This design comes from an exercise in tuning for small area, a short achievable clock period and few clock cycles per item on the open sky130 flow, not from production work. No run shown here included a check of the RTL's function; only the layout flow was run.

File: design/flow/run.sh
#!/bin/bash
# synth_recipe.tcl (not shown) runs the flow's synth.tcl, then flattens the netlist and writes it again
# the make line also repeats each setting of config.mk as NAME=value (left out here)
make -C /OpenROAD-flow-scripts/flow DESIGN_CONFIG=/design/flow/config.mk WORK_HOME=/design/flow/orfs CLKGATE_MAP_FILE= SYNTH_SCRIPT=/design/flow/synth_recipe.tcl finish
File: design/flow/config.mk
export PLATFORM = sky130hd
export DESIGN_NAME = fpdiv
export DESIGN_NICKNAME = fpdiv
export VERILOG_FILES = /design/flow/design.v
export SDC_FILE = /design/flow/constraint.sdc
export NUM_CORES = 4
export LEC_CHECK = 0
export CAP_MARGIN = 20
export CORE_MARGIN = 2
export CORE_UTILIZATION = 40
export SLEW_MARGIN = 20
File: design/flow/constraint.sdc
create_clock -name core_clock -period 10.0 [get_ports {clk}]
set_input_delay 2.0000 -clock core_clock [delete_from_list [all_inputs] [get_ports {clk}]]
set_output_delay 2.0000 -clock core_clock [all_outputs]
set_load 0.01 [all_outputs]
File: design/flow/design.v
module fpdiv (
    input  wire        clk,
    input  wire        rst,           
    input  wire        in_valid,
    output wire        in_ready,
    input  wire [31:0] in_a,          
    input  wire [31:0] in_b,          
    output reg         out_valid,
    output reg  [31:0] out_result
);
    localparam integer NS = 13;       
    reg        rdy_q;                 
    reg        rdy_o;                 
    reg        v0;
    reg        s0;                    
    reg  [7:0] ea0, eb0;
    reg [23:0] ma0, mb0;              
    reg        az0, bz0;              
    reg signed [5:0] c0;              
    assign in_ready = rdy_o;
    wire in_az = (in_a[30:0] == 31'd0);
    wire in_bz = (in_b[30:0] == 31'd0);
    wire in_ha = (in_a[30:23] != 8'd0);
    wire in_hb = (in_b[30:23] != 8'd0);
    wire need_a = ~ma0[23] & ~az0;
    wire need_b = ~mb0[23] & ~bz0;
    always @(posedge clk) begin
        if (rdy_q) begin
            s0  <= in_a[31] ^ in_b[31];
            ea0 <= in_a[30:23];
            eb0 <= in_b[30:23];
            ma0 <= {in_ha, in_a[22:0]};
            mb0 <= {in_hb, in_b[22:0]};
            az0 <= in_az;
            bz0 <= in_bz;
            c0  <= 6'sd0;
        end else begin
            if (need_a) ma0 <= {ma0[22:0], 1'b0};
            if (need_b) mb0 <= {mb0[22:0], 1'b0};
            c0 <= c0 + (need_b ? 6'sd1 : 6'sd0) - (need_a ? 6'sd1 : 6'sd0);
        end
    end
    wire rdy_n = rdy_q ? (~in_valid | (in_ha | in_az) & (in_hb | in_bz))
                       : (~(need_a & ~ma0[22]) & ~(need_b & ~mb0[22]));
    always @(posedge clk) begin
        if (rst) begin
            rdy_q <= 1'b1;
            rdy_o <= 1'b1;
            v0    <= 1'b0;
        end else begin
            rdy_q <= rdy_n;
            rdy_o <= rdy_n;
            if (rdy_q) v0 <= in_valid;
        end
    end
    wire v0_go = v0 & rdy_q;
    wire a_nan = (ea0 == 8'hFF) & (ma0[22:0] != 23'd0);
    wire b_nan = (eb0 == 8'hFF) & (mb0[22:0] != 23'd0);
    wire a_inf = (ea0 == 8'hFF) & (ma0[22:0] == 23'd0);
    wire b_inf = (eb0 == 8'hFF) & (mb0[22:0] == 23'd0);
    reg [1:0] spc1;
    always @(*) begin
        if (a_nan | b_nan | (a_inf & b_inf) | (az0 & bz0)) spc1 = 2'd3;
        else if (a_inf | bz0)                               spc1 = 2'd2;
        else if (b_inf | az0)                               spc1 = 2'd1;
        else                                                spc1 = 2'd0;
    end
    wire        a_lt_b = (ma0 < mb0);
    wire [27:0] w0 = a_lt_b ? {3'b000, ma0, 1'b0} : {4'b0000, ma0};
    wire signed [9:0] xa = (ea0 == 8'd0) ? 10'sd1 : $signed({2'b00, ea0});
    wire signed [9:0] xb = (eb0 == 8'd0) ? 10'sd1 : $signed({2'b00, eb0});
    wire signed [9:0] e_hi = xa - xb + {{4{c0[5]}}, c0} + 10'sd127;
    localparam signed [8:0] E_INF  = 9'sd255;
    localparam signed [8:0] E_ZERO = -9'sd24;
    localparam signed [8:0] E_NAN  = 9'h100;
    reg               v1, s1, lt1;
    reg  [1:0]        spc_1;
    reg signed [9:0]  eh1;
    wire signed [9:0] e2v   = eh1 - {9'd0, lt1};
    reg signed [8:0]  ex2;
    always @(*) begin
        case (spc_1)
            2'd3:    ex2 = E_NAN;
            2'd2:    ex2 = E_INF;
            2'd1:    ex2 = E_ZERO;
            default: begin
                if (e2v > 10'sd254)       ex2 = E_INF;
                else if (e2v < -10'sd23)  ex2 = E_ZERO;
                else                      ex2 = e2v[8:0];
            end
        endcase
    end
    localparam integer NP = NS + 2;
    reg [NP-1:0]      v_p;
    reg [NP-1:0]      s_p;
    reg [9*NP-1:0]    e_p;
    reg [23*NP-1:0]   b_p;
    reg [28*NP-1:0]   ws_p;           
    reg [28*NP-1:0]   wc_p;           
    reg [39*NP-1:0]   qd_p;           
    wire [28*NP-1:0] ws_n;
    wire [28*NP-1:0] wc_n;
    wire [3*NP-1:0]  qd_n;
    genvar g;
    generate
        for (g = 1; g <= NS; g = g + 1) begin : st
            wire [22:0] bf  = b_p[23*g +: 23];
            wire [29:0] d1  = {4'b0000, 1'b1, bf, 2'b00};
            wire [29:0] d2  = {3'b000, 1'b1, bf, 3'b000};
            wire [27:0] ws  = ~ws_p[28*g +: 28];
            wire [27:0] wc  = ~wc_p[28*g +: 28];
            reg  [7:0]  k2, k1, k0, kn;
            always @(*) begin
                case (bf[22:20])
                    3'd0: begin k2 = 8'd244; k1 = 8'd252; k0 = 8'd4; kn = 8'd13; end
                    3'd1: begin k2 = 8'd242; k1 = 8'd252; k0 = 8'd6; kn = 8'd15; end
                    3'd2: begin k2 = 8'd241; k1 = 8'd252; k0 = 8'd6; kn = 8'd16; end
                    3'd3: begin k2 = 8'd240; k1 = 8'd252; k0 = 8'd6; kn = 8'd18; end
                    3'd4: begin k2 = 8'd238; k1 = 8'd250; k0 = 8'd8; kn = 8'd20; end
                    3'd5: begin k2 = 8'd236; k1 = 8'd250; k0 = 8'd8; kn = 8'd20; end
                    3'd6: begin k2 = 8'd236; k1 = 8'd248; k0 = 8'd8; kn = 8'd22; end
                    default: begin k2 = 8'd232; k1 = 8'd248; k0 = 8'd8; kn = 8'd24; end
                endcase
            end
            wire [7:0]  t2  = ws[27:20] + wc[27:20] + k2;
            wire [7:0]  t1  = ws[27:20] + wc[27:20] + k1;
            wire [7:0]  t0  = ws[27:20] + wc[27:20] + k0;
            wire [7:0]  tn  = ws[27:20] + wc[27:20] + kn;
            wire        p2  = ~t2[7];
            wire        p1  = ~t1[7] & t2[7];
            wire        n1  = t0[7] & ~tn[7];
            wire        n2  = tn[7];
            wire [29:0] y  = ({30{p1}} & ~d1) | ({30{p2}} & ~d2) |
                             ({30{n1}} &  d1) | ({30{n2}} &  d2);
            wire [29:0] a4 = {ws, 2'b00};
            wire [29:0] c4 = {wc, 2'b00};
            wire [29:0] ts = a4 ^ c4 ^ y;
            wire [29:0] tc = (a4 & c4) | (a4 & y) | (c4 & y);
            assign ws_n[28*g +: 28] = ~ts[27:0];
            assign wc_n[28*g +: 28] = ~{tc[26:0], p1 | p2};
            assign qd_n[3*g +: 3]   = {n1 | n2, p2 | n2, p1 | n1};
        end
    endgenerate
    integer n;
    always @(posedge clk) begin
        if (rst) v_p <= {NP{1'b0}};
        else     v_p <= {v_p[NP-2:1], v0_go, 1'b0};
        s_p[1]         <= s0;
        spc_1          <= spc1;
        lt1            <= a_lt_b;
        eh1            <= e_hi;
        b_p[23 +: 23]  <= mb0[22:0];
        ws_p[28 +: 28] <= ~w0;
        wc_p[28 +: 28] <= ~28'd0;
        qd_p[39 +: 39] <= 39'd0;
        e_p[18 +: 9]   <= ex2;
        for (n = 1; n <= NS; n = n + 1) begin
            s_p[n+1]              <= s_p[n];
            if (n >= 2) e_p[9*(n+1) +: 9] <= e_p[9*n +: 9];
            b_p[23*(n+1) +: 23]   <= b_p[23*n +: 23];
            ws_p[28*(n+1) +: 28]  <= ws_n[28*n +: 28];
            wc_p[28*(n+1) +: 28]  <= wc_n[28*n +: 28];
            if (n < NS) qd_p[39*(n+1) +: 39] <= {qd_p[39*n +: 36], qd_n[3*n +: 3]};
        end
    end
    wire [35:0] ld  = qd_p[39*NS +: 36];
    reg  [23:0] lpos, lneg;
    integer j;
    always @(*) begin
        for (j = 0; j < 12; j = j + 1) begin
            lpos[2*j +: 2] = ld[3*j+2] ? 2'b00 : ld[3*j +: 2];
            lneg[2*j +: 2] = ld[3*j+2] ? ld[3*j +: 2] : 2'b00;
        end
    end
    wire [24:0] qa_n = {1'b0, lpos} - {1'b0, lneg};
    reg  [24:0] qa_f;                 
    reg  [2:0]  qd_f;                 
    always @(posedge clk) begin
        qa_f <= qa_n;
        qd_f <= qd_n[3*NS +: 3];
    end
    wire [27:0] fws = ~ws_p[28*(NS+1) +: 28];
    wire [27:0] fwc = ~wc_p[28*(NS+1) +: 28];
    wire [27:0] fb  = {3'b001, b_p[23*(NS+1) +: 23], 2'b00};
    wire [27:0] fw  = fws + fwc;                       
    wire        neg = fw[27];
    wire [27:0] zs  = fws ^ fwc ^ fb;
    wire [27:0] zc  = {(fws[26:0] & fwc[26:0] | fws[26:0] & fb[26:0] | fwc[26:0] & fb[26:0]), 1'b0};
    wire        z0  = ((fws ^ fwc) == {(fws[26:0] | fwc[26:0]), 1'b0});
    wire        zb  = ((zs ^ zc) == {(zs[26:0] | zc[26:0]), 1'b0});
    wire signed [3:0] dl  = qd_f[2] ? -$signed({2'b00, qd_f[1:0]}) : $signed({2'b00, qd_f[1:0]});
    wire signed [3:0] tl  = dl - {3'b000, neg};
    wire [24:0]       qam = qa_f - 25'd1;
    wire [23:0]       qv  = {(tl[3] ? qam[21:0] : qa_f[21:0]), tl[1:0]};
    wire signed [8:0] ep  = e_p[9*(NS+1) +: 9];
    wire        subn_p = ep[8] | (ep[7:0] == 8'd0);
    reg         v_e, s_e, stk_e, nan_e, inf_e, subn_e;
    reg  [7:0]  e8_e;
    reg  [4:0]  sh_e;
    reg  [23:0] q_e;
    always @(posedge clk) begin
        if (rst) v_e <= 1'b0;
        else     v_e <= v_p[NS+1];
        s_e    <= s_p[NS+1];
        nan_e  <= ep[8] & ~ep[7];
        inf_e  <= (ep == E_INF);
        subn_e <= subn_p;
        e8_e   <= subn_p ? 8'd0 : ep[7:0];
        sh_e   <= 5'd1 - ep[4:0];                     
        q_e    <= qv;                                  
        stk_e  <= ~(z0 | zb);
    end
    wire [4:0]  sh   = subn_e ? sh_e : 5'd0;
    wire [24:0] x    = {1'b1, q_e};
    wire [49:0] xs   = {x, 25'd0} >> sh;
    wire [23:0] m    = xs[49:26];
    wire        gb   = xs[25];
    wire        stk  = stk_e | (xs[24:0] != 25'd0);
    wire        rnd  = gb & (stk | m[0]);
    wire [30:0] pk   = {e8_e, m[22:0]} + {30'd0, rnd};
    reg  [31:0] res;
    always @(*) begin
        if (nan_e)      res = 32'h7FC00000;
        else if (inf_e) res = {s_e, 8'hFF, 23'd0};
        else            res = {s_e, pk};
    end
    always @(posedge clk) begin
        if (rst) out_valid <= 1'b0;
        else     out_valid <= v_e;
        out_result <= res;
    end
endmodule
==> flow_metrics.py, run 1 <==
metrics = {
    "outcome": {
        "status": "finished clean",
    },
    "worst_setup_path": {
        "reg2reg_depth": 19,
        "crit_path_start_kind": "flop",
        "rrSetupSlack_ps": 5270,
        "cp-end-kind": "flop",
        "worstReg2RegEnd": "q_e[23]",
        "cp_max_fo": 7,
        "cp_data_arrival_time_ps": 5460,
        "path_class": "reg2reg",
        "cp_data_required_time_ps": 10730,
        "r2r_start": "wc_p[395]",
    },
    "synth": {
        "synth_nets": 7783,
        "synth_cells": 7006,
        "yosys.cell_types.count": 89,
        "syn_avg_cell_area_sq_um": 9.86,
        "synth_edf_count": 67,
        "async_flop_share_pct": 0,
        "ys.flop_type": "dfxtp_1",
        "yosysWarnings": 1,
        "ys_seq_area_share_pct": 46.0,
        "synth_area_sq_um": 69100,
        "ys_seq_elements": 1554,
    },
    "placement": {
        "io_buffers": 100,
        "dp_hpwl_um": 117000,
        "postPlaceCellArea_sq_um": 72500,
        "placed_cells": 9191,
        "routabilityCongestion": 0.903,
        "place_ws_ps": 5210,
    },
    "layout": {
        "fillers": 16124,
        "multi_input_area_sq_um": 30800,
        "stdcell_count": 9497,
        "final_area_sq_um": 78200,
        "utilization_pct": 45.6,
        "drive_above_1_share_pct": 6.39,
        "final_cell_mix": "inv_1 (1,508), dfxtp_1 (1,486), ha_1 (409), nand2_1 (402), fa_1 (301)",
        "regArea_sq_um": 31800,
        "nets": 7826,
        "area_delta_synth_final_pct": 13.2,
        "mostFrequentLayoutCell": "inv_1",
    },
    "clock_tree": {
        "cts_setup_buffers": 0,
        "clock_latency_ps": 810,
        "clock_path_buffers": 3,
        "cts.sinks": 1554,
        "cts_resized": 0,
        "cts_made_buffers": 165,
        "root_buffer": "clkbuf_16",
        "clk_pin_slew_worst_paths_ps": 60,
        "cts_hold_buf": 0,
        "cts_tree": "yes",
        "htree_num_levels": 4,
    },
    "timing": {
        "max_slew_margin_pct": 23.3,
        "fin_crit_ps": 4730,
        "drv_slew": 0,
        "final.setup.worst_slack_ps": 5270,
        "period_share_pct": 47.3,
        "final.setup.tns_ps": 0,
        "finalClockSkew_ps": 42.8,
        "worstMarginPinSlew_ps": 1150,
        "rsz0062_at_grt": "no",
        "setup_viol": 0,
        "holdWs_ps": 306,
        "timing.fmax_mhz": 211,
        "finalHoldViolations": 0,
    },
    "hold_path": {
        "min_from": "e_p[81]",
        "min_path_cells": 0,
        "min_to": "e_p[90]",
        "min_path_type": "reg2reg",
    },
    "route": {
        "vias": 46293,
        "routed_wl_um": 155000,
        "drt_iter0_drc": 2594,
        "drt-vias-per-instance": 4.87,
        "ant_nets": 0,
        "drtPass1Iterations": 7,
        "drc": 0,
        "post_drt_wl_per_cell_um": 16.3,
    },
    "global_route": {
        "grt.overflow.total": 0,
        "grtUsageTotal_pct": 17.7,
        "antenna_found_initial": 2,
        "grt_pass1_vias": 46470,
        "grt_max_degree": 79,
        "grt_first_pass_wirelength_um": 251000,
    },
    "floorplan": {
        "rows": 152,
        "dieArea_sq_um": 176000,
        "core_sq_um": 172000,
        "start_util_pct": 40.3,
        "ios": 101,
        "die_h_um": 420,
        "die_w_um": 420,
    },
    "job": {
        "maxCapViolCount": 0,
    },
}
area by class of cell:
class / instances / area share (%)
clock inverters: 75 / 1.26
clock buffers: 228 / 5.93
diodes: 2 / 0.00640
well taps: 2310 / 3.70
flip-flops and latches: 1554 / 40.6
multi-input cells: 3664 / 39.4
inverters: 1509 / 7.24
repair buffers: 155 / 1.81
flip-flops by register name, summed over array words and instances (netlist names), 3 cells and up:
name,count
b_p,322
sh_e,5
ma0,24
eh1,10
mb0,24
e_p,117
eb0,8
ea0,8
ld,33
q_e,24
wc_p,338
out_result,32
qd_f,3
qa_f,22
v_p,14
ws_p,362
qd_p,165
s_p,14
e8_e,8
c0,6
critical path, stage by stage, from the launching register on:
cell,delay [ps]
dfxtp_1,340
inv_1,70
ha_1,310
a21o_1,120
a21o_1,120
a21oi_1,90
o21ai_0,230
nand3_1,100
a211oi_1,200
o21ai_0,140
xnor2_1,680
ha_1,320
inv_1,60
o21ai_0,150
a21oi_1,210
nor4_1,510
nand2_1,190
or2_2,370
nor4_1,230
xor2_1,190
worst max-delay path by stage:
stage              start         to  slack, ps  cells past startpoint
3_5_place_dp   ws_p[395]    q_e[23]       5210                     19
6_report       wc_p[395]    q_e[23]       5270                     19
2_1_floorplan  ws_p[244]  ws_p[273]       6040                     17
4_1_cts        ws_p[395]    q_e[23]       5180                     19
5_1_grt        ws_p[395]    q_e[23]       4870                     19
3_3_place_gp   ws_p[395]    q_e[23]       5180                     19
routing by layer:
metal	vias to the layer above	routed length [um]	share of wire [%]	track usage, %
met5	-	0	0	0
met4	0	4680	3.0	6.20
met1	21917	68800	44	21.9
li1	23149	-	-	-
met2	970	75900	49	31.1
met3	257	5440	3.5	2.57
kinds of logic (layout without fill, tap and decap cells):
family / after synthesis / in the layout / synth area share, %
XOR/XNOR: 225 / 225 / 2.85
buffers and inverters: 1788 / 1967 / 9.80
adder cells (fa/ha/maj): 710 / 710 / 16.1
flip-flops: 1554 / 1554 / 46.0
AND/OR/NAND/NOR: 1279 / 1279 / 9.18
other: 0 / 2 / 0
AO/OA/AOI/OAI: 1314 / 1314 / 13.8
multiplexers: 136 / 136 / 2.18
synth_stat cells (74+ instances only):
cell / n / area (sq um)
inv_1: 1508 / 5660
dfxtp_1: 1487 / 29800
ha_1: 409 / 5120
nand2_1: 402 / 1510
fa_1: 301 / 6030
nor2_1: 277 / 1040
clkbuf_1: 256 / 961
a21oi_1: 195 / 976
a22oi_1: 183 / 1370
xnor2_1: 151 / 1320
o21ai_0: 146 / 731
o22a_1: 140 / 1230
o211ai_1: 95 / 713
nand3_1: 91 / 455
mux2i_1: 82 / 821
nor3_1: 77 / 385
nand2b_1: 75 / 469
xor2_1: 74 / 648
==> inputs of run 2 (changes only) <==
--- a/design/flow/config.mk
+++ b/design/flow/config.mk
@@ -6,6 +6,7 @@
 export NUM_CORES = 4
 export LEC_CHECK = 0
-export CAP_MARGIN = 20
+export CAP_MARGIN = 50
 export CORE_MARGIN = 2
 export CORE_UTILIZATION = 40
-export SLEW_MARGIN = 20
+export SETUP_SLACK_MARGIN = 5
+export SLEW_MARGIN = 75
==> run 2 against run 1 <==
Still clean. Die area unchanged. Register-to-register slack better by 98 ps. Highest routed layer unchanged.
==> flow_metrics.py, run 2 <==
metrics = {
    "outcome": {
        "status": "finished clean",
    },
    "clock_tree": {
        "cts_tree": "yes",
        "root_buffer": "clkbuf_16",
        "cts_made_buffers": 164,
        "clk_pin_slew_worst_paths_ps": 60,
        "cts_hold_buf": 0,
        "clock_path_buffers": 3,
        "cts.sinks": 1554,
        "clock_latency_ps": 850,
        "htree_num_levels": 4,
    },
    "worst_setup_path": {
        "crit_path_start_kind": "flop",
        "cp_max_fo": 10,
        "crit_path_top_delay_cell": "or4_1",
        "max_stage_delay_ps": 560,
        "crit_chain": "inv_1 -> ha_1 -> inv_1 -> fa_1 -> nor2b_1 -> o21a_1 -> or3_1 -> and2_1 -> ha_1 -> a21oi_1 -> o21ai_1 -> or4_1 -> a21oi_4 -> buf_2 -> buf_2 -> nand2_1 -> o211ai_1 -> fa_1 -> inv_1",
        "cp_data_required_time_ps": 10740,
        "cp-end-kind": "flop",
        "rrSetupSlack_ps": 5370,
        "path_class": "reg2reg",
        "cp_data_arrival_time_ps": 5370,
        "reg2reg_depth": 19,
        "crit_path_frequent_cell": "inv_1",
    },
    "timing": {
        "final.setup.tns_ps": 0,
        "drv_slew": 0,
        "period_share_pct": 46.3,
        "final.setup.worst_slack_ps": 5370,
        "rsz0062_at_grt": "no",
        "max_slew_margin_pct": 74.4,
        "timing.fmax_mhz": 216,
        "finalClockSkew_ps": 85.4,
        "finalHoldViolations": 0,
        "setup_viol": 0,
        "holdWs_ps": 260,
        "worstMarginPinSlew_ps": 383,
        "fin_crit_ps": 4630,
    },
    "layout": {
        "drive_above_1_share_pct": 10.8,
        "final_cell_mix": "inv_1 (1,508), dfxtp_1 (1,442), ha_1 (406), nand2_1 (397), fa_1 (301)",
        "nets": 7930,
        "area_delta_synth_final_pct": 17.2,
        "top_register": "ws_p",
        "reg.largest.list": "ws_p (362), wc_p (338), b_p (322)",
        "fillers": 15903,
        "largest_reg_flops": 362,
        "mostFrequentLayoutCell": "inv_1",
    },
    "route": {
        "drt-vias-per-instance": 4.87,
        "met3_length_um": 5600,
        "post_drt_wl_per_cell_um": 16.2,
        "drc": 0,
        "wl_met1_um": 68400,
        "met2_length_um": 76900,
        "top_layer_used": "met4",
        "ant_nets": 0,
        "routed_wl_um": 156000,
        "drtPass1Iterations": 5,
        "vias": 46834,
        "drt_iter0_drc": 2452,
    },
    "placement": {
        "io_buffers": 100,
        "dp_hpwl_um": 119000,
        "routabilityCongestion": 0.903,
        "place_ws_ps": 5170,
    },
    "hold_path": {
        "min_path_type": "reg2reg",
        "min_path_cells": 0,
    },
    "synth": {
        "synth_area_leaders": "dfxtp_1 (43%), fa_1 (8.7%), inv_1 (8.2%)",
        "synth_cells": 7006,
        "synth_area_sq_um": 69100,
        "yosysWarnings": 1,
        "synth_nets": 7783,
        "yosys-top-cells-count": "inv_1 (1,508), dfxtp_1 (1,487), ha_1 (409)",
        "synth_edf_count": 67,
        "synth_most_common_cell": "inv_1",
        "ys_seq_area_share_pct": 46.0,
        "yosys.area.top_type": "dfxtp_1",
        "async_flop_share_pct": 0,
        "ys_seq_elements": 1554,
        "ys.flop_type": "dfxtp_1",
        "syn_avg_cell_area_sq_um": 9.86,
        "synth_top_cell_area_share_pct": 43.1,
        "yosys.cell_types.count": 89,
    },
    "floorplan": {
        "rows": 152,
        "die_h_um": 420,
        "dieArea_sq_um": 176000,
        "ios": 101,
        "core_sq_um": 172000,
        "die_w_um": 420,
        "start_util_pct": 40.3,
    },
    "global_route": {
        "antenna_found_initial": 2,
        "grt_first_pass_wirelength_um": 253000,
        "grt_pass1_vias": 47346,
        "grt.overflow.total": 0,
        "grt_max_degree": 51,
        "grtUsageTotal_pct": 17.8,
    },
    "job": {
        "maxCapViolCount": 0,
    },
}
## run 2: routing by layer
metal	GRT usage [%]	up-vias
met3	2.65	271
met5	0	-
li1	-	23364
met2	31.5	897
met1	21.8	22302
met4	6.35	0
## run 2: cell families after synthesis
logic type                 Yosys count  share of synthesized area [%]
buffers and inverters             1788                           9.80
DFF                               1554                           46.0
AOI/OAI and AO/OA                 1314                           13.8
and+or+nand+nor                   1279                           9.18
adders and majority gates          710                           16.1
xor gates and xnor gates           225                           2.85
muxes                              136                           2.18
## run 2: final timing paths
check / startpoint / endpoint
worst min register to register: e_p[88] / e_p[97]
worst max register to register: ws_p[76] / ws_p[97]
worst max-delay path: ws_p[76] / ws_p[97]
worst min-delay path: e_p[88] / e_p[97]
## run 2: repair_timing
item,CTS,global route
buffers inserted,0,0
resized for setup,0,4
endpoints found under the setup margin,0,10
## run 2: through the flow
| stage | cells | cell area [sq um] | util, % |
|---|---|---|---|
| floorplan | 7006 | 69100 | - |
| global placement | 9191 | 72500 | 42.2 |
| detailed placement | 9288 | 74200 | 43.3 |
| CTS | 9597 | 80400 | 46.8 |
| global route | 9606 | 80900 | 47.2 |
| finish | 9609 | 80900 | 47.2 |
## run 2: layout make-up
| type | instances | area [sq um] | share of cell area (%) |
|---|---|---|---|
| multi-input combinational | 3664 | 32300 | 39.9 |
| sequential | 1554 | 31800 | 39.3 |
| inverter | 1509 | 5660 | 7.00 |
| clock buffer | 221 | 4680 | 5.78 |
| tap | 2310 | 2890 | 3.57 |
| timing repair buffer | 260 | 2100 | 2.60 |
| clock inverter | 88 | 1460 | 1.80 |
| antenna | 3 | 7.51 | 0.00928 |
## run 2: critical path: cells and delay by family, from the launching register on
| family | cells | cell delay (ps) |
|---|---|---|
| AND/OR/NAND/NOR | 5 | 1250 |
| flip-flops | 1 | 360 |
| AO/OA/AOI/OAI | 5 | 990 |
| adder cells (fa/ha/maj) | 4 | 1210 |
| buffers and inverters | 5 | 740 |
==> inputs of run 3 (changes only) <==
==> design/flow/flow/run.sh (new file) <==
#!/bin/bash
# The standard layout, with the full adders left to abc: yosys's full-adder
# extraction (ADDER_MAP_FILE) is turned off, so abc maps the carry-save
# adders and comparators together with the logic around them.
set -euo pipefail
bash standard.sh ADDER_MAP_FILE= finish > standard_flow.log 2>&1
==> design/flow/standard.sh (new file) <==
#!/bin/bash
# synth_recipe.tcl (not shown) runs the flow's synth.tcl, then flattens the netlist and writes it again
# the make line also repeats each setting of config.mk as NAME=value (left out here)
make -C /OpenROAD-flow-scripts/flow DESIGN_CONFIG=/design/flow/config.mk WORK_HOME=/design/flow/orfs CLKGATE_MAP_FILE= SYNTH_SCRIPT=/design/flow/synth_recipe.tcl "${@:-finish}"
--- a/design/flow/config.mk
+++ b/design/flow/config.mk
@@ -6,7 +6,7 @@
 export NUM_CORES = 4
 export LEC_CHECK = 0
-export CAP_MARGIN = 50
+export CAP_MARGIN = 20
 export CORE_MARGIN = 2
 export CORE_UTILIZATION = 40
 export SETUP_SLACK_MARGIN = 5
-export SLEW_MARGIN = 75
+export SLEW_MARGIN = 20
removed: design/flow/run.sh
==> run 3 against run 2 <==
Still clean. Sequential share of layout area increased by 4.3 points. Critical path type unchanged. Non-clock buffer count decreased by 117. Via count decreased by 7.1%. Wire length decreased by 11%.
==> flow_metrics.py, run 3 <==
metrics = {
    "clock_tree": {
        "clk_pin_slew_worst_paths_ps": 60,
        "cts_made_buffers": 158,
        "clock_latency_ps": 760,
        "cts.sinks": 1554,
        "cts_hold_buf": 0,
        "root_buffer": "clkbuf_16",
        "clock_path_buffers": 3,
        "htree_num_levels": 4,
        "cts_setup_buffers": 0,
        "cts_tree": "yes",
    },
    "synth": {
        "async_flop_share_pct": 0,
        "syn_avg_cell_area_sq_um": 10.0,
        "synth_nets": 6485,
        "yosys-top-cells-count": "dfxtp_1 (1,487), xnor2_1 (813), nor2_1 (644)",
        "synth_cells": 6418,
        "synth_edf_count": 67,
        "ys.flop_type": "dfxtp_1",
        "synth_top_cell_area_share_pct": 46.2,
        "yosysWarnings": 1,
        "synth_area_sq_um": 64400,
        "ys_seq_elements": 1554,
        "ys_seq_area_share_pct": 49.4,
        "yosys.cell_types.count": 92,
        "yosys.area.top_type": "dfxtp_1",
        "synth_area_leaders": "dfxtp_1 (46%), xnor2_1 (11%), maj3_1 (4.6%)",
        "synth_most_common_cell": "dfxtp_1",
    },
    "global_route": {
        "globalRouteMet3Util_pct": 2.41,
        "grt_pass1_vias": 41918,
        "grtUsageTotal_pct": 16.8,
        "grt_max_degree": 97,
        "grt_first_pass_wirelength_um": 224000,
        "busiest_layer": "met2",
        "antenna_found_initial": 1,
        "grt.overflow.total": 0,
        "use_met2_pct": 30.2,
        "gr-usage-met1_pct": 20.2,
    },
    "layout": {
        "top_register": "ws_p",
        "regArea_sq_um": 31800,
        "drive_above_1_share_pct": 7.91,
        "multi_input_area_sq_um": 31400,
        "area_delta_synth_final_pct": 13.2,
        "reg.largest.list": "ws_p (362), wc_p (338), b_p (322)",
        "final_area_sq_um": 72900,
        "nets": 6519,
        "final_cell_mix": "dfxtp_1 (1,485), xnor2_1 (803), nor2_1 (643), nand2_1 (430), o21ai_0 (327)",
        "mostFrequentLayoutCell": "dfxtp_1",
        "utilization_pct": 45.5,
        "stdcell_count": 8737,
        "fillers": 14902,
        "largest_reg_flops": 362,
    },
    "worst_setup_path": {
        "crit_path_start_kind": "flop",
        "path_buf_inv": 1,
        "max_stage_delay_ps": 950,
        "cp_data_arrival_time_ps": 5300,
        "startpoint": "wc_p[133]",
        "cp_data_required_time_ps": 10620,
        "rrSetupSlack_ps": 5320,
        "r2r_start": "wc_p[133]",
        "reg2reg_depth": 12,
        "worst-path-stages": 12,
        "path_class": "reg2reg",
        "cpLargestDelayFamily": "adder cells",
        "cp_max_fo": 29,
        "crit_path_top_delay_cell": "nor3b_4",
        "endpoint": "wc_p[161]",
        "crit_chain": "o22ai_1 -> a31oi_1 -> maj3_2 -> maj3_2 -> maj3_1 -> maj3_1 -> xnor2_2 -> buf_4 -> nor3b_4 -> mux2_2 -> nor2_1 -> maj3_1",
        "crit_path_frequent_cell": "maj3_1",
        "worstReg2RegEnd": "wc_p[161]",
        "cp-end-kind": "flop",
    },
    "placement": {
        "postPlaceCellArea_sq_um": 67600,
        "io_buffers": 100,
        "place_ws_ps": 4820,
        "placed_cells": 8452,
        "dp_hpwl_um": 105000,
        "routabilityCongestion": 0.870,
    },
    "route": {
        "ant_nets": 0,
        "drt-vias-per-instance": 4.98,
        "drt_iter0_drc": 2330,
        "vias": 43498,
        "drtPass1Iterations": 5,
        "drc": 0,
        "post_drt_wl_per_cell_um": 16.0,
        "routed_wl_um": 140000,
    },
    "floorplan": {
        "start_util_pct": 40.2,
        "ios": 101,
        "die_w_um": 405,
        "core_sq_um": 160000,
        "die_h_um": 405,
        "dieArea_sq_um": 164000,
        "rows": 147,
    },
    "timing": {
        "period_share_pct": 46.8,
        "final.setup.tns_ps": 0,
        "finalHoldViolations": 0,
        "finalClockSkew_ps": 24.3,
        "worstMarginPinSlew_ps": 1100,
        "fin_crit_ps": 4680,
        "rsz0062_at_grt": "no",
        "setup_viol": 0,
        "final.setup.worst_slack_ps": 5320,
        "drv_slew": 0,
        "max_slew_margin_pct": 26.4,
        "holdWs_ps": 312,
        "timing.fmax_mhz": 214,
    },
    "outcome": {
        "status": "finished clean",
    },
    "job": {
        "maxCapViolCount": 0,
    },
    "hold_path": {
        "min_path_type": "reg2reg",
    },
}
## run 3: cell types whose count changed after synthesis, moves of 73 or more
cell and delta:
inv_1 -1408, xnor2_1 +662, ha_1 -409, nor2_1 +367, fa_1 -301, maj3_1 +294
xor2_1 +183, o21ai_0 +182, mux2i_1 +181, a22oi_1 -173, o22a_1 -139, a21oi_1 +73
## run 3: cell type report
class	count	share of cell area [%]
clock inverters	57	0.867
multi-input cells	4494	43.1
flip-flops and latches	1554	43.6
clock buffers	227	6.38
repair buffers	143	1.82
inverters	101	0.520
well taps	2160	3.71
diodes	1	0.00343
## run 3: logic make-up after synthesis
| logic type | count (synthesis) | synth area share [%] |
|---|---|---|
| AOI/OAI and AO/OA | 1142 | 11.3 |
| xor gates and xnor gates | 1075 | 14.7 |
| adders and majority gates | 312 | 4.89 |
| buffers and inverters | 370 | 2.24 |
| DFF | 1554 | 49.4 |
| muxes | 366 | 6.29 |
| and+or+nand+nor | 1599 | 11.3 |
## run 3: worst min-delay path by stage
stage               depth (start not counted)       from        end
global route                                0    e_p[63]    e_p[72]
global placement                            0     s_p[5]     s_p[6]
floorplan                                   0    e_p[91]   e_p[100]
detailed placement                          0   e_p[110]   e_p[119]
finish                                      0    e_p[85]    e_p[94]
CTS                                         0  qd_p[279]  qd_p[321]
## run 3: layer usage
layer	wire length, um	up-vias
li1	-	22195
met1	60500	20318
met2	70500	734
met3	4650	251
met4	4140	0
met5	0	-
## run 3: what timing repair did
item                                    4_1_cts  5_1_grt
resized for setup                             1        4
endpoints found under the setup margin        5       15
gates cloned                                  0        0
==> inputs of run 4 (changes only) <==
--- a/design/flow/config.mk
+++ b/design/flow/config.mk
@@ -8,5 +8,5 @@
 export CAP_MARGIN = 20
 export CORE_MARGIN = 2
-export CORE_UTILIZATION = 40
+export CORE_UTILIZATION = 60
 export SETUP_SLACK_MARGIN = 5
 export SLEW_MARGIN = 20
==> run 4 against run 3 <==
Wire length grew 3.5%. Worst setup slack lost 100 ps. Critical path type unchanged. Area after synthesis unchanged. Count of clock-buffer cells in the layout fell by 10. Flip-flop and latch count did not move.
==> flow_metrics.py, run 4 <==
metrics = {
    "placement": {
        "dp_hpwl_um": 106000,
        "io_buffers": 100,
        "placed_cells": 7694,
        "routabilityCongestion": 0.932,
        "place_ws_ps": 4640,
    },
    "layout": {
        "nets": 6517,
        "stdcell_count": 7985,
        "reg.largest.list": "ws_p (362), wc_p (338), b_p (322)",
        "largest_reg_flops": 362,
        "area_delta_synth_final_pct": 12.2,
        "drive_above_1_share_pct": 7.98,
        "mostFrequentLayoutCell": "dfxtp_1",
        "final_cell_mix": "dfxtp_1 (1,485), xnor2_1 (803), nor2_1 (643), nand2_1 (430), o21ai_0 (327)",
        "top_register": "ws_p",
    },
    "route": {
        "ant_nets": 0,
        "post_drt_wl_per_cell_um": 18.1,
        "drtPass1Iterations": 6,
        "drc": 0,
        "routed_wl_um": 145000,
        "drt-vias-per-instance": 5.57,
        "vias": 44472,
        "drt_iter0_drc": 2921,
    },
    "synth": {
        "ys_seq_area_share_pct": 49.4,
        "ys.flop_type": "dfxtp_1",
        "synth_nets": 6485,
        "synth_area_leaders": "dfxtp_1 (46%), xnor2_1 (11%), maj3_1 (4.6%)",
        "async_flop_share_pct": 0,
        "synth_most_common_cell": "dfxtp_1",
        "yosys-top-cells-count": "dfxtp_1 (1,487), xnor2_1 (813), nor2_1 (644)",
        "synth_top_cell_area_share_pct": 46.2,
        "yosys.cell_types.count": 92,
        "synth_cells": 6418,
        "synth_edf_count": 67,
        "ys_seq_elements": 1554,
        "syn_avg_cell_area_sq_um": 10.0,
        "yosys.area.top_type": "dfxtp_1",
        "synth_area_sq_um": 64400,
        "yosysWarnings": 1,
    },
    "hold_path": {
        "min_path_type": "reg2reg",
    },
    "clock_tree": {
        "cts_made_buffers": 156,
        "clock_path_buffers": 3,
        "clk_pin_slew_worst_paths_ps": 60,
        "cts_tree": "yes",
        "cts_setup_buffers": 0,
        "cts.sinks": 1554,
        "htree_num_levels": 4,
        "cts_hold_buf": 0,
        "root_buffer": "clkbuf_16",
        "clock_latency_ps": 770,
    },
    "floorplan": {
        "die_h_um": 332,
        "start_util_pct": 60.3,
        "core_sq_um": 107000,
        "ios": 101,
        "dieArea_sq_um": 110000,
        "die_w_um": 332,
        "rows": 120,
    },
    "global_route": {
        "grt.overflow.total": 0,
        "grt_pass1_vias": 42875,
        "grt_first_pass_wirelength_um": 231000,
        "grt_max_degree": 80,
        "antenna_found_initial": 5,
        "grtUsageTotal_pct": 25.8,
    },
    "timing": {
        "fin_crit_ps": 4780,
        "max_slew_margin_pct": 27.6,
        "finalHoldViolations": 0,
        "final.setup.worst_slack_ps": 5220,
        "drv_slew": 0,
        "final.setup.tns_ps": 0,
        "rsz0062_at_grt": "no",
        "finalClockSkew_ps": 32.3,
        "period_share_pct": 47.8,
        "setup_viol": 0,
        "timing.fmax_mhz": 209,
        "worstMarginPinSlew_ps": 1080,
    },
    "outcome": {
        "status": "finished clean",
    },
    "job": {
        "maxCapViolCount": 0,
    },
    "worst_setup_path": {
        "cp_max_fo": 30,
        "cp_data_required_time_ps": 10640,
        "path_class": "reg2reg",
        "crit_path_start_kind": "flop",
        "cp_data_arrival_time_ps": 5430,
        "cp-end-kind": "flop",
    },
}
[run 4: cell counts after synthesis]
No cell type changed its count.
[run 4: stage by stage]
step / hold WS [ps] / instance area (sq um) / utilization [%]
6_report: 309 / 72200 / 67.7
5_1_grt: 322 / 72200 / 67.7
4_1_cts: 307 / 72200 / 67.6
3_5_place_dp: 312 / 66600 / 62.4
3_3_place_gp: 310 / 66600 / 62.4
2_1_floorplan: 310 / 64400 / -
[run 4: kinds of logic (layout without fill, tap and decap cells)]
group,Yosys count,after routing,synth area share (%)
compound gates,1142,1142,11.3
buf+inv,370,532,2.24
simple gates,1599,1600,11.3
fa+ha+maj,312,312,4.89
other cells,0,1,0
flops,1554,1554,49.4
mux,366,366,6.29
xor+xnor,1075,1075,14.7
[run 4: layer usage]
metal,wire [um],track usage (%),vias to the layer above
met5,13,0,-
met2,69700,43.9,921
met1,64600,33.6,21117
li1,-,-,22166
met3,6070,3.70,266
met4,4240,8.94,2
[run 4: path summary, 6_finish.rpt]
| check | start | cells past startpoint | endpoint | slack (ps) |
|---|---|---|---|---|
| worst min-delay path | qd_p[364] | 0 | qd_p[406] | 310 |
| worst max register to register | wc_p[217] | 12 | wc_p[246] | 5220 |
| worst max-delay path | wc_p[217] | 12 | wc_p[246] | 5220 |
| worst min register to register | qd_p[364] | 0 | qd_p[406] | 310 |
[run 4: critical path: stages (launching register included)]
cell and delay (ps):
dfxtp_1 340, o22ai_1 280, a31oi_1 200, maj3_2 380, maj3_2 370, maj3_1 370, maj3_1 400, xnor2_2 130
buf_4 470, nor3b_2 960, mux2_2 300, nor2_1 70, maj3_1 360
[run 4: layout make-up]
cell class,instances,area [sq um]
diodes,1,2.50
clock buffers,217,4480
clock inverters,72,1090
fillers,8343,34500
inverters,101,379
multi-input cells,4495,31400
flip-flops and latches,1554,31800
well taps,1403,1760
repair buffers,142,1320
[run 4: timing repair]
action                     in CTS  in global routing
setup endpoints to repair       9                 18
gates resized for setup         3                  2
gates cloned                    0                  1
==> inputs of run 5 (changes only) <==
--- a/design/flow/design.v
+++ b/design/flow/design.v
@@ -108,6 +108,6 @@
             wire [29:0] d1  = {4'b0000, 1'b1, bf, 2'b00};
             wire [29:0] d2  = {3'b000, 1'b1, bf, 3'b000};
-            wire [27:0] ws  = ~ws_p[28*g +: 28];
-            wire [27:0] wc  = ~wc_p[28*g +: 28];
+            wire [27:0] ws  = ws_p[28*g +: 28];
+            wire [27:0] wc  = wc_p[28*g +: 28];
             reg  [7:0]  k2, k1, k0, kn;
             always @(*) begin
@@ -137,6 +137,6 @@
             wire [29:0] ts = a4 ^ c4 ^ y;
             wire [29:0] tc = (a4 & c4) | (a4 & y) | (c4 & y);
-            assign ws_n[28*g +: 28] = ~ts[27:0];
-            assign wc_n[28*g +: 28] = ~{tc[26:0], p1 | p2};
+            assign ws_n[28*g +: 28] = ts[27:0];
+            assign wc_n[28*g +: 28] = {tc[26:0], p1 | p2};
             assign qd_n[3*g +: 3]   = {n1 | n2, p2 | n2, p1 | n1};
         end
@@ -151,6 +151,6 @@
         eh1            <= e_hi;
         b_p[23 +: 23]  <= mb0[22:0];
-        ws_p[28 +: 28] <= ~w0;
-        wc_p[28 +: 28] <= ~28'd0;
+        ws_p[28 +: 28] <= w0;
+        wc_p[28 +: 28] <= 28'd0;
         qd_p[39 +: 39] <= 39'd0;
         e_p[18 +: 9]   <= ex2;
@@ -180,6 +180,6 @@
         qd_f <= qd_n[3*NS +: 3];
     end
-    wire [27:0] fws = ~ws_p[28*(NS+1) +: 28];
-    wire [27:0] fwc = ~wc_p[28*(NS+1) +: 28];
+    wire [27:0] fws = ws_p[28*(NS+1) +: 28];
+    wire [27:0] fwc = wc_p[28*(NS+1) +: 28];
     wire [27:0] fb  = {3'b001, b_p[23*(NS+1) +: 23], 2'b00};
     wire [27:0] fw  = fws + fwc;                       
==> design/flow/run.sh (new file) <==
#!/bin/bash
# synth_recipe.tcl (not shown) runs the flow's synth.tcl, then flattens the netlist and writes it again
# the make line also repeats each setting of config.mk as NAME=value (left out here)
make -C /OpenROAD-flow-scripts/flow DESIGN_CONFIG=/design/flow/config.mk WORK_HOME=/design/flow/orfs CLKGATE_MAP_FILE= SYNTH_SCRIPT=/design/flow/synth_recipe.tcl finish
--- a/design/flow/config.mk
+++ b/design/flow/config.mk
@@ -8,5 +8,4 @@
 export CAP_MARGIN = 20
 export CORE_MARGIN = 2
-export CORE_UTILIZATION = 60
-export SETUP_SLACK_MARGIN = 5
+export CORE_UTILIZATION = 40
 export SLEW_MARGIN = 20
removed: design/flow/flow/run.sh
removed: design/flow/standard.sh
==> run 5 against run 4 <==
Utilization down 22 points. Critical path depth is 9 higher. Wire length decreased by 5.6%. First-iteration DRC count is 17% lower. Count of clock-buffer cells in the layout rose by 6. Highest routed layer is now met4. Non-clock buffer count grew 10. Sequential share of layout area shrank 2.3 points. Clock skew grew 12 ps.
==> flow_metrics.py, run 5 <==
metrics = {
    "timing": {
        "period_share_pct": 51.9,
        "rsz0062_at_grt": "no",
        "holdWs_ps": 312,
        "timing.fmax_mhz": 193,
        "drv_slew": 0,
        "max_slew_margin_pct": 28.4,
        "finalClockSkew_ps": 44.7,
        "final.setup.tns_ps": 0,
        "fin_crit_ps": 5190,
        "finalHoldViolations": 0,
        "worstMarginPinSlew_ps": 1070,
        "setup_viol": 0,
    },
    "synth": {
        "ys.flop_type": "dfxtp_1",
        "synth_area_sq_um": 67200,
        "syn_avg_cell_area_sq_um": 10.0,
        "synth_area_leaders": "dfxtp_1 (44%), fa_1 (9.0%), inv_1 (7.9%)",
        "async_flop_share_pct": 0,
        "synth_edf_count": 67,
        "yosys-top-cells-count": "dfxtp_1 (1,487), inv_1 (1,415), ha_1 (409)",
        "ys_seq_area_share_pct": 47.3,
        "synth_most_common_cell": "dfxtp_1",
        "yosys.cell_types.count": 90,
        "synth_nets": 7467,
        "synth_top_cell_area_share_pct": 44.3,
        "ys_seq_elements": 1554,
        "synth_cells": 6690,
        "yosysWarnings": 1,
        "yosys.area.top_type": "dfxtp_1",
    },
    "clock_tree": {
        "cts_resized": 0,
        "cts_made_buffers": 163,
        "clk_pin_slew_worst_paths_ps": 60,
        "clock_path_buffers": 3,
        "cts_setup_buffers": 0,
        "cts.sinks": 1554,
        "cts_hold_buf": 0,
        "cts_tree": "yes",
        "clock_latency_ps": 800,
        "htree_num_levels": 4,
        "root_buffer": "clkbuf_16",
    },
    "global_route": {
        "grt_first_pass_wirelength_um": 226000,
        "grtUsageTotal_pct": 16.1,
        "grt_max_degree": 104,
        "grt.overflow.total": 0,
        "antenna_found_initial": 4,
        "grt_pass1_vias": 44116,
    },
    "layout": {
        "final_cell_mix": "dfxtp_1 (1,486), inv_1 (1,415), ha_1 (409), nor2_1 (408), fa_1 (301)",
        "mostFrequentLayoutCell": "dfxtp_1",
        "drive_above_1_share_pct": 7.27,
        "area_delta_synth_final_pct": 13.3,
        "antennaDiodeCount": 0,
        "nets": 7551,
        "largest_reg_flops": 375,
        "top_register": "ws_p",
        "reg.largest.list": "ws_p (375), wc_p (325), b_p (322)",
    },
    "route": {
        "drt_iter0_drc": 2421,
        "routed_wl_um": 136000,
        "drtPass1Iterations": 5,
        "drt-vias-per-instance": 4.80,
        "drc": 0,
        "ant_nets": 0,
        "post_drt_wl_per_cell_um": 15.0,
        "vias": 43726,
    },
    "floorplan": {
        "start_util_pct": 40.2,
        "ios": 101,
        "core_sq_um": 167000,
        "die_h_um": 414,
        "dieArea_sq_um": 171000,
        "die_w_um": 414,
        "rows": 150,
    },
    "job": {
        "maxCapViolCount": 0,
    },
    "worst_setup_path": {
        "cp_max_fo": 5,
        "cp_data_required_time_ps": 10670,
        "crit_path_top_delay_cell": "xnor2_1",
        "max_stage_delay_ps": 540,
        "crit_chain": "inv_1 -> ha_1 -> a21o_1 -> a21o_1 -> a21oi_1 -> o21ai_0 -> a311oi_1 -> o21ai_0 -> a221oi_1 -> o21ai_0 -> xnor2_1 -> ha_1 -> inv_1 -> o21ai_0 -> a21oi_1 -> nand2b_1 -> nor3_1 -> nand2_1 -> or2_2 -> nand2b_1 -> xnor2_1",
        "path_class": "reg2reg",
        "crit_path_frequent_cell": "o21ai_0",
        "cp_data_arrival_time_ps": 5860,
        "crit_path_start_kind": "flop",
        "cp-end-kind": "flop",
    },
    "placement": {
        "routabilityCongestion": 0.857,
        "io_buffers": 100,
        "dp_hpwl_um": 105000,
    },
    "hold_path": {
        "min_path_type": "reg2reg",
    },
    "outcome": {
        "status": "finished clean",
    },
}
==> run 5: cell count changes after synthesis, sizes merged, moves of 163 or more <==
cell / change
mux2i: -197
nand2: -163
xnor2: -663
fa: +301
maj3: -312
o21ai: -229
inv: +1314
ha: +409
nor2: -235
==> run 5: path summary, 6_finish.rpt <==
kind,start,endpoint,slack [ps],depth (start not counted)
worst max-delay path,ws_p[395],q_e[22],4810,21
worst min-delay path,qd_p[430],qd_p[472],310,0
worst max register to register,ws_p[395],q_e[22],4810,21
worst min register to register,qd_p[430],qd_p[472],310,0
==> run 5: cells by family after synthesis <==
group | count (synthesis) | synth area share (%)
buffers and inverters | 1648 | 9.33
multiplexers | 140 | 2.32
AO/OA/AOI/OAI | 1142 | 12.0
flip-flops | 1554 | 47.3
adder cells (fa/ha/maj) | 710 | 16.6
AND/OR/NAND/NOR | 1226 | 8.90
XOR/XNOR | 270 | 3.55
==> run 5: cell type report <==
type                    instances  area, sq um
clock buffers                 223         4610
clock inverters                74          882
fillers                     15762        90900
inverters                    1415         5310
multi-input cells            3488        29400
flip-flops and latches       1554        31800
well taps                    2204         2760
repair buffers                152         1400
==> run 5: routing by layer <==
metal	vias to the layer above	share of wire [%]	global-route usage, %
met5	-	0	0
met4	0	2.8	5.59
met3	238	3.2	2.35
met2	706	49	28.7
met1	20743	45	19.6
li1	22039	-	-
==> run 5: worst max-delay path, delay by kind of cell, from the launching register on <==
| family | cells | cell delay (ps) |
|---|---|---|
| and+or+nand+nor | 5 | 1340 |
| xor gates and xnor gates | 2 | 670 |
| DFF | 1 | 380 |
| adders and majority gates | 2 | 640 |
| buffers and inverters | 2 | 120 |
| AOI/OAI and AO/OA | 10 | 1930 |
==> run 5: stage by stage <==
stage               utilization, %  setup WS, ps  area, sq um  cells
global route                  45.6          4410        76100   9110
global placement              42.2          4820        70600   8811
detailed placement            42.2          4710        70600   8811
floorplan                        -          5990        67200   6690
CTS                           45.5          4660        76100   9108
finish                        45.6          4810        76100   9110
==> inputs of run 6 (changes only) <==
--- a/design/flow/design.v
+++ b/design/flow/design.v
@@ -108,6 +108,6 @@
             wire [29:0] d1  = {4'b0000, 1'b1, bf, 2'b00};
             wire [29:0] d2  = {3'b000, 1'b1, bf, 3'b000};
-            wire [27:0] ws  = ws_p[28*g +: 28];
-            wire [27:0] wc  = wc_p[28*g +: 28];
+            wire [27:0] ws  = ~ws_p[28*g +: 28];
+            wire [27:0] wc  = ~wc_p[28*g +: 28];
             reg  [7:0]  k2, k1, k0, kn;
             always @(*) begin
@@ -131,12 +131,12 @@
             wire        n1  = t0[7] & ~tn[7];
             wire        n2  = tn[7];
-            wire [29:0] y  = ({30{p1}} & ~d1) | ({30{p2}} & ~d2) |
-                             ({30{n1}} &  d1) | ({30{n2}} &  d2);
+            wire [29:0] y  = {({28{p1}} & ~d1[29:2]) | ({28{p2}} & ~d2[29:2]) |
+                              ({28{n1}} &  d1[29:2]) | ({28{n2}} &  d2[29:2]), 2'b00};
             wire [29:0] a4 = {ws, 2'b00};
             wire [29:0] c4 = {wc, 2'b00};
             wire [29:0] ts = a4 ^ c4 ^ y;
             wire [29:0] tc = (a4 & c4) | (a4 & y) | (c4 & y);
-            assign ws_n[28*g +: 28] = ts[27:0];
-            assign wc_n[28*g +: 28] = {tc[26:0], p1 | p2};
+            assign ws_n[28*g +: 28] = ~ts[27:0];
+            assign wc_n[28*g +: 28] = ~{tc[26:2], p1 | p2, 2'b00};
             assign qd_n[3*g +: 3]   = {n1 | n2, p2 | n2, p1 | n1};
         end
@@ -151,6 +151,6 @@
         eh1            <= e_hi;
         b_p[23 +: 23]  <= mb0[22:0];
-        ws_p[28 +: 28] <= w0;
-        wc_p[28 +: 28] <= 28'd0;
+        ws_p[28 +: 28] <= ~w0;
+        wc_p[28 +: 28] <= ~28'd0;
         qd_p[39 +: 39] <= 39'd0;
         e_p[18 +: 9]   <= ex2;
@@ -180,6 +180,6 @@
         qd_f <= qd_n[3*NS +: 3];
     end
-    wire [27:0] fws = ws_p[28*(NS+1) +: 28];
-    wire [27:0] fwc = wc_p[28*(NS+1) +: 28];
+    wire [27:0] fws = ~ws_p[28*(NS+1) +: 28];
+    wire [27:0] fwc = ~wc_p[28*(NS+1) +: 28];
     wire [27:0] fb  = {3'b001, b_p[23*(NS+1) +: 23], 2'b00};
     wire [27:0] fw  = fws + fwc;                       
==> design/flow/flow/run.sh (new file) <==
#!/bin/bash
# The standard layout, with the full adders left to abc (yosys's full-adder
# extraction, ADDER_MAP_FILE, is turned off) and timing repair aimed at a
# setup margin of 5 ns.
set -euo pipefail
bash standard.sh ADDER_MAP_FILE= SETUP_SLACK_MARGIN=5 TNS_END_PERCENT=100 finish > standard_flow.log 2>&1
==> design/flow/standard.sh (new file) <==
#!/bin/bash
# synth_recipe.tcl (not shown) runs the flow's synth.tcl, then flattens the netlist and writes it again
# the make line also repeats each setting of config.mk as NAME=value (left out here)
make -C /OpenROAD-flow-scripts/flow DESIGN_CONFIG=/design/flow/config.mk WORK_HOME=/design/flow/orfs CLKGATE_MAP_FILE= SYNTH_SCRIPT=/design/flow/synth_recipe.tcl "${@:-finish}"
removed: design/flow/run.sh
==> run 6 against run 5 <==
Area after synthesis is 4.1% lower. Critical path depth fell by 10. Synthesized cell count decreased by 5.9%. Global-route usage is 1.4 points higher. Flip-flop and latch count down 24. First-iteration DRC count shrank 4.5%. Highest routed layer unchanged.
==> flow_metrics.py, run 6 <==
metrics = {
    "clock_tree": {
        "clk_pin_slew_worst_paths_ps": 60,
        "cts.sinks": 1530,
        "cts_tree": "yes",
        "htree_num_levels": 4,
        "clock_latency_ps": 760,
        "cts_setup_buffers": 0,
        "root_buffer": "clkbuf_16",
        "clock_path_buffers": 3,
        "cts_made_buffers": 155,
    },
    "layout": {
        "final_cell_mix": "dfxtp_1 (1,461), xnor2_1 (793), nor2_1 (559), nand2_1 (310), mux2i_1 (306)",
        "final_area_sq_um": 72700,
        "nets": 6392,
        "area_delta_synth_final_pct": 12.8,
        "top_register": "ws_p",
        "reg.largest.list": "ws_p (363), b_p (322), wc_p (313)",
        "utilization_pct": 45.3,
        "mostFrequentLayoutCell": "dfxtp_1",
        "drive_above_1_share_pct": 8.31,
        "largest_reg_flops": 363,
    },
    "global_route": {
        "grt_pass1_vias": 42465,
        "grt_first_pass_wirelength_um": 233000,
        "antenna_found_initial": 0,
        "grt.overflow.total": 0,
        "grtUsageTotal_pct": 17.5,
        "grt_max_degree": 97,
    },
    "synth": {
        "yosys.cell_types.count": 108,
        "ys.flop_type": "dfxtp_1",
        "yosys.area.top_type": "dfxtp_1",
        "synth_most_common_cell": "dfxtp_1",
        "synth_edf_count": 67,
        "synth_area_sq_um": 64500,
        "yosys-top-cells-count": "dfxtp_1 (1,463), xnor2_1 (800), nor2_1 (566)",
        "async_flop_share_pct": 0,
        "ys_seq_area_share_pct": 48.6,
        "yosysWarnings": 1,
        "ys_seq_elements": 1530,
        "synth_top_cell_area_share_pct": 45.4,
        "synth_area_leaders": "dfxtp_1 (45%), xnor2_1 (11%), mux2i_1 (4.8%)",
        "syn_avg_cell_area_sq_um": 10.2,
        "synth_cells": 6298,
        "synth_nets": 6365,
    },
    "floorplan": {
        "dieArea_sq_um": 164000,
        "rows": 147,
        "core_sq_um": 160000,
        "die_h_um": 405,
        "ios": 101,
        "die_w_um": 405,
        "start_util_pct": 40.2,
    },
    "worst_setup_path": {
        "crit_path_start_kind": "flop",
        "cp_max_fo": 24,
        "path_class": "reg2reg",
        "endpoint": "wc_p[218]",
        "cp-end-kind": "flop",
        "worstReg2RegEnd": "wc_p[218]",
        "cp_data_arrival_time_ps": 5380,
        "r2r_start": "wc_p[188]",
        "cp_data_required_time_ps": 10620,
        "startpoint": "wc_p[188]",
        "rrSetupSlack_ps": 5230,
        "reg2reg_depth": 11,
    },
    "timing": {
        "period_share_pct": 47.7,
        "finalClockSkew_ps": 23.7,
        "holdWs_ps": 316,
        "timing.fmax_mhz": 210,
        "setup_viol": 0,
        "final.setup.worst_slack_ps": 5230,
        "max_slew_margin_pct": 24.6,
        "final.setup.tns_ps": 0,
        "drv_slew": 0,
        "rsz0062_at_grt": "no",
        "fin_crit_ps": 4770,
        "worstMarginPinSlew_ps": 1130,
        "finalHoldViolations": 0,
    },
    "placement": {
        "io_buffers": 100,
        "place_ws_ps": 5140,
        "postPlaceCellArea_sq_um": 67400,
        "dp_hpwl_um": 109000,
        "routabilityCongestion": 0.850,
    },
    "route": {
        "ant_nets": 0,
        "routed_wl_um": 146000,
        "drt_iter0_drc": 2312,
        "drt-vias-per-instance": 5.08,
        "drc": 0,
        "vias": 43745,
        "post_drt_wl_per_cell_um": 17.0,
        "drtPass1Iterations": 5,
    },
    "hold_path": {
        "min_from": "e_p[65]",
        "min_path_type": "reg2reg",
    },
    "job": {
        "maxCapViolCount": 0,
    },
    "outcome": {
        "status": "finished clean",
    },
}
==> run 6: how the worst min path moves through the flow <==
| stage | to | slack (ps) | cells past startpoint |
|---|---|---|---|
| final | e_p[74] | 320 | 0 |
| after global routing | ld[4] | 330 | 0 |
| after CTS | qd_p[397] | 310 | 0 |
| after detailed placement | e_p[101] | 310 | 0 |
| after global placement | e_p[81] | 310 | 0 |
| after floorplan | e_p[100] | 310 | 0 |
==> run 6: logic make-up after synthesis <==
| logic type | count (synthesis) | share of synthesized area (%) |
|---|---|---|
| adder cells (fa/ha/maj) | 295 | 4.62 |
| multiplexers | 375 | 6.36 |
| flip-flops | 1530 | 48.6 |
| AO/OA/AOI/OAI | 1229 | 13.2 |
| buffers and inverters | 406 | 2.63 |
| XOR/XNOR | 1028 | 14.1 |
| AND/OR/NAND/NOR | 1435 | 10.5 |
==> run 6: routing by layer <==
metal / share of wire, % / GRT usage, % / vias up / routed length, um
li1: - / - / 22202 / -
met1: 45 / 22.0 / 20584 / 65900
met2: 49 / 30.2 / 718 / 71100
met3: 3.3 / 2.70 / 241 / 4860
met4: 3.0 / 6.16 / 0 / 4450
met5: 0 / 0 / - / 0
==> run 6: critical path, stage by stage, from the launching register on <==
cell and delay [ps]:
dfxtp_1 360, a211oi_2 370, o311ai_2 190, a31oi_2 380
xnor2_1 140, o31ai_1 450, nand3_1 920, nor2_2 840
buf_4 330, a21boi_0 110, o2bb2ai_1 160, maj3_1 370
==> run 6: what timing repair did <==
item / in CTS / in global routing
endpoints found under the setup margin: 0 / 71
hold buffers: 0 / 0
resized for setup: 0 / 4
==> run 6: layout make-up <==
cell class                      instances  area, sq um
Antenna cell                            1         2.50
Clock buffer                          226         4610
Clock inverter                         55          666
Fill cell                           14972        87700
Inverter                              131          492
Multi-Input combinational cell       4362        31600
Sequential cell                      1530        31300
Tap cell                             2160         2700
Timing Repair Buffer                  145         1370
==> run 6: metrics by stage <==
step                std cells
global route             8609
finish                   8610
global placement         8321
detailed placement       8323
floorplan                6298
CTS                      8604
==> inputs of run 7 (changes only) <==
==> design/flow/flow/run.sh (replaced) <==
#!/bin/bash
# The standard layout, with the full adders left to abc (yosys's full-adder
# extraction, ADDER_MAP_FILE, is turned off) and timing repair aimed at a
# setup margin of 6.2 ns.
set -euo pipefail
bash standard.sh ADDER_MAP_FILE= SETUP_SLACK_MARGIN=6.2 TNS_END_PERCENT=100 finish > standard_flow.log 2>&1
==> run 7 against run 6 <==
Clock skew is 2.5 ps lower. Non-clock buffer count increased by 45. First-iteration DRC count is 1.8% higher. Fmax increased by 29%. Worst hold slack worse by 0.70 ps. Register-to-register slack improved by 1100 ps. Critical path depth decreased by 10. Die area is the same. Wire length is 4.6% higher. Highest routed layer unchanged. Synthesized cell count unchanged. Cell area grew 1.5%.
==> flow_metrics.py, run 7 <==
metrics = {
    "outcome": {
        "status": "finished clean",
    },
    "route": {
        "routed_wl_um": 153000,
        "vias": 44562,
        "drt-vias-per-instance": 5.14,
        "drt_iter0_drc": 2354,
        "ant_nets": 0,
        "post_drt_wl_per_cell_um": 17.6,
    },
    "layout": {
        "final_cell_mix": "dfxtp_1 (1,459), xnor2_1 (792), nor2_1 (558), nand2_1 (308), mux2i_1 (302)",
        "largest_reg_flops": 363,
        "reg.largest.list": "ws_p (363), b_p (322), wc_p (313)",
        "stdcell_count": 8672,
        "antennaDiodeCount": 0,
        "drive_above_1_share_pct": 9.92,
        "area_delta_synth_final_pct": 14.5,
        "top_register": "ws_p",
    },
    "worst_setup_path": {
        "crit_path_start_kind": "flop",
        "crit_path_top_delay_cell": "clkdlybuf4s50_1",
        "path_buf_inv": 1,
        "cp_data_arrival_time_ps": 1710,
        "cp-end-kind": "output pin",
        "path_class": "reg2out",
        "cp_data_required_time_ps": 8000,
        "startpoint": "out_result[31]",
        "cp_max_fo": 1,
    },
    "floorplan": {
        "start_util_pct": 40.2,
        "die_h_um": 405,
        "dieArea_sq_um": 164000,
        "rows": 147,
        "core_sq_um": 160000,
        "die_w_um": 405,
        "ios": 101,
    },
    "synth": {
        "ys.flop_type": "dfxtp_1",
        "yosys-top-cells-count": "dfxtp_1 (1,463), xnor2_1 (800), nor2_1 (566)",
        "ys_seq_area_share_pct": 48.6,
        "async_flop_share_pct": 0,
        "synth_top_cell_area_share_pct": 45.4,
        "yosys.area.top_type": "dfxtp_1",
        "synth_edf_count": 67,
        "ys_seq_elements": 1530,
        "synth_most_common_cell": "dfxtp_1",
        "yosys.cell_types.count": 108,
        "synth_area_sq_um": 64500,
        "synth_nets": 6365,
        "yosysWarnings": 1,
    },
    "clock_tree": {
        "clock_latency_ps": 760,
        "cts.sinks": 1530,
        "clock_path_buffers": 3,
        "root_buffer": "clkbuf_16",
        "cts_made_buffers": 155,
        "clk_pin_slew_worst_paths_ps": 60,
        "cts_tree": "yes",
    },
    "timing": {
        "final.setup.tns_ps": 0,
        "finalHoldViolations": 0,
        "drv_slew": 0,
        "rsz0062_at_grt": "yes",
        "fin_crit_ps": 3710,
        "setup_viol": 0,
        "period_share_pct": 37.1,
        "max_slew_margin_pct": 27.8,
    },
    "placement": {
        "dp_hpwl_um": 109000,
        "placed_cells": 8323,
        "routabilityCongestion": 0.850,
        "io_buffers": 100,
    },
    "global_route": {
        "grt_max_degree": 49,
        "antenna_found_initial": 0,
        "grt.overflow.total": 0,
        "grt_pass1_vias": 43060,
    },
    "hold_path": {
        "min_from": "qd_p[355]",
        "min_path_type": "reg2reg",
    },
}
## run 7: cell count changes in the layout (fill, tap and decap cells not counted), sizes merged, moves of 2 or more
cell	delta
nand3	+2
a21boi	+2
buf	+45
nor2	+5
nand3b	+6
## run 7: per-layer routing
layer  up-vias  wire (um)  global-route usage [%]
met2       822      74800                    31.3
met1     21122      67900                    22.5
li1      22356          -                       -
met5         -          0                       0
met4         0       5160                    6.82
met3       262       5210                    2.73
## run 7: kinds of logic (layout without fill, tap and decap cells)
group / after synthesis / count (layout) / share of synthesized area, %
flops: 1530 / 1530 / 48.6
simple gates: 1435 / 1449 / 10.5
compound gates: 1229 / 1232 / 13.2
xor+xnor: 1028 / 1029 / 14.1
buf+inv: 406 / 602 / 2.63
mux: 375 / 375 / 6.36
fa+ha+maj: 295 / 295 / 4.62
## run 7: path summary, 6_finish.rpt
kind                    end  slack, ps  cells after the start
min               qd_p[397]        320                      0
max          out_result[31]       6290                      1
max reg2reg       wc_p[192]       6330                     12
min reg2reg       qd_p[397]        320                      0
## run 7: layout make-up
| type | count | area [sq um] |
|---|---|---|
| Fill cell | 14922 | 86600 |
| Multi-Input combinational cell | 4380 | 32200 |
| Sequential cell | 1530 | 31300 |
| Clock buffer | 226 | 4610 |
| Tap cell | 2160 | 2700 |
| Timing Repair Buffer | 190 | 1810 |
| Clock inverter | 55 | 666 |
| Inverter | 131 | 497 |
## run 7: through the flow
stage | worst slack [ps] | hold WS [ps] | utilization, %
finish | 6290 | 315 | 46.0
global route | 6180 | 327 | 46.0
CTS | 6210 | 313 | 45.7
detailed placement | 5140 | 312 | 42.0
global placement | 5120 | 310 | 42.0
floorplan | 6890 | 310 | -
## run 7: timing repair
action,CTS,global route
cloned,14,4
pin swaps,23,9
buffers inserted,36,14
endpoints found under the setup margin,552,290
resized for setup,41,56

## separate check: timing with driven ports
How much do the figures lean on ideal ports? The routed layouts below were timed once more, with nothing changed but the port constraints.
Step 1 assumes that a clkbuf_16 drives the clock port and a buf_2 every other input.
Step 2, shift: input delay + t, output delay - t, t = (earliest + latest rising clock arrival at the registers) / 2. This alone moves slack from input paths to output paths.
Slacks: ideal ports / drivers / drivers and shift; pairs: ideal ports / drivers.
run	t, ns	slack for setup (ns)	worst slew at a driven data input, ns
run 1	0.872	5.272 / 5.272 / 5.272	0.03
run 2	0.881	5.370 / 5.370 / 5.370	0.03
run 3	0.829	5.319 / 5.319 / 5.319	0.06
run 4	0.832	5.216 / 5.216 / 5.216	0.06
run 5	0.849	4.809 / 4.809 / 4.809	0.03
run 6	0.827	5.234 / 5.234 / 5.234	0.05
run 7	0.831	6.291 / 6.215 / 6.042	0.05
After both steps setup and hold are still met in every run listed. The setup slack of run 7, which loses most, moves by -0.076 ns with the drivers and by -0.249 ns with both steps.
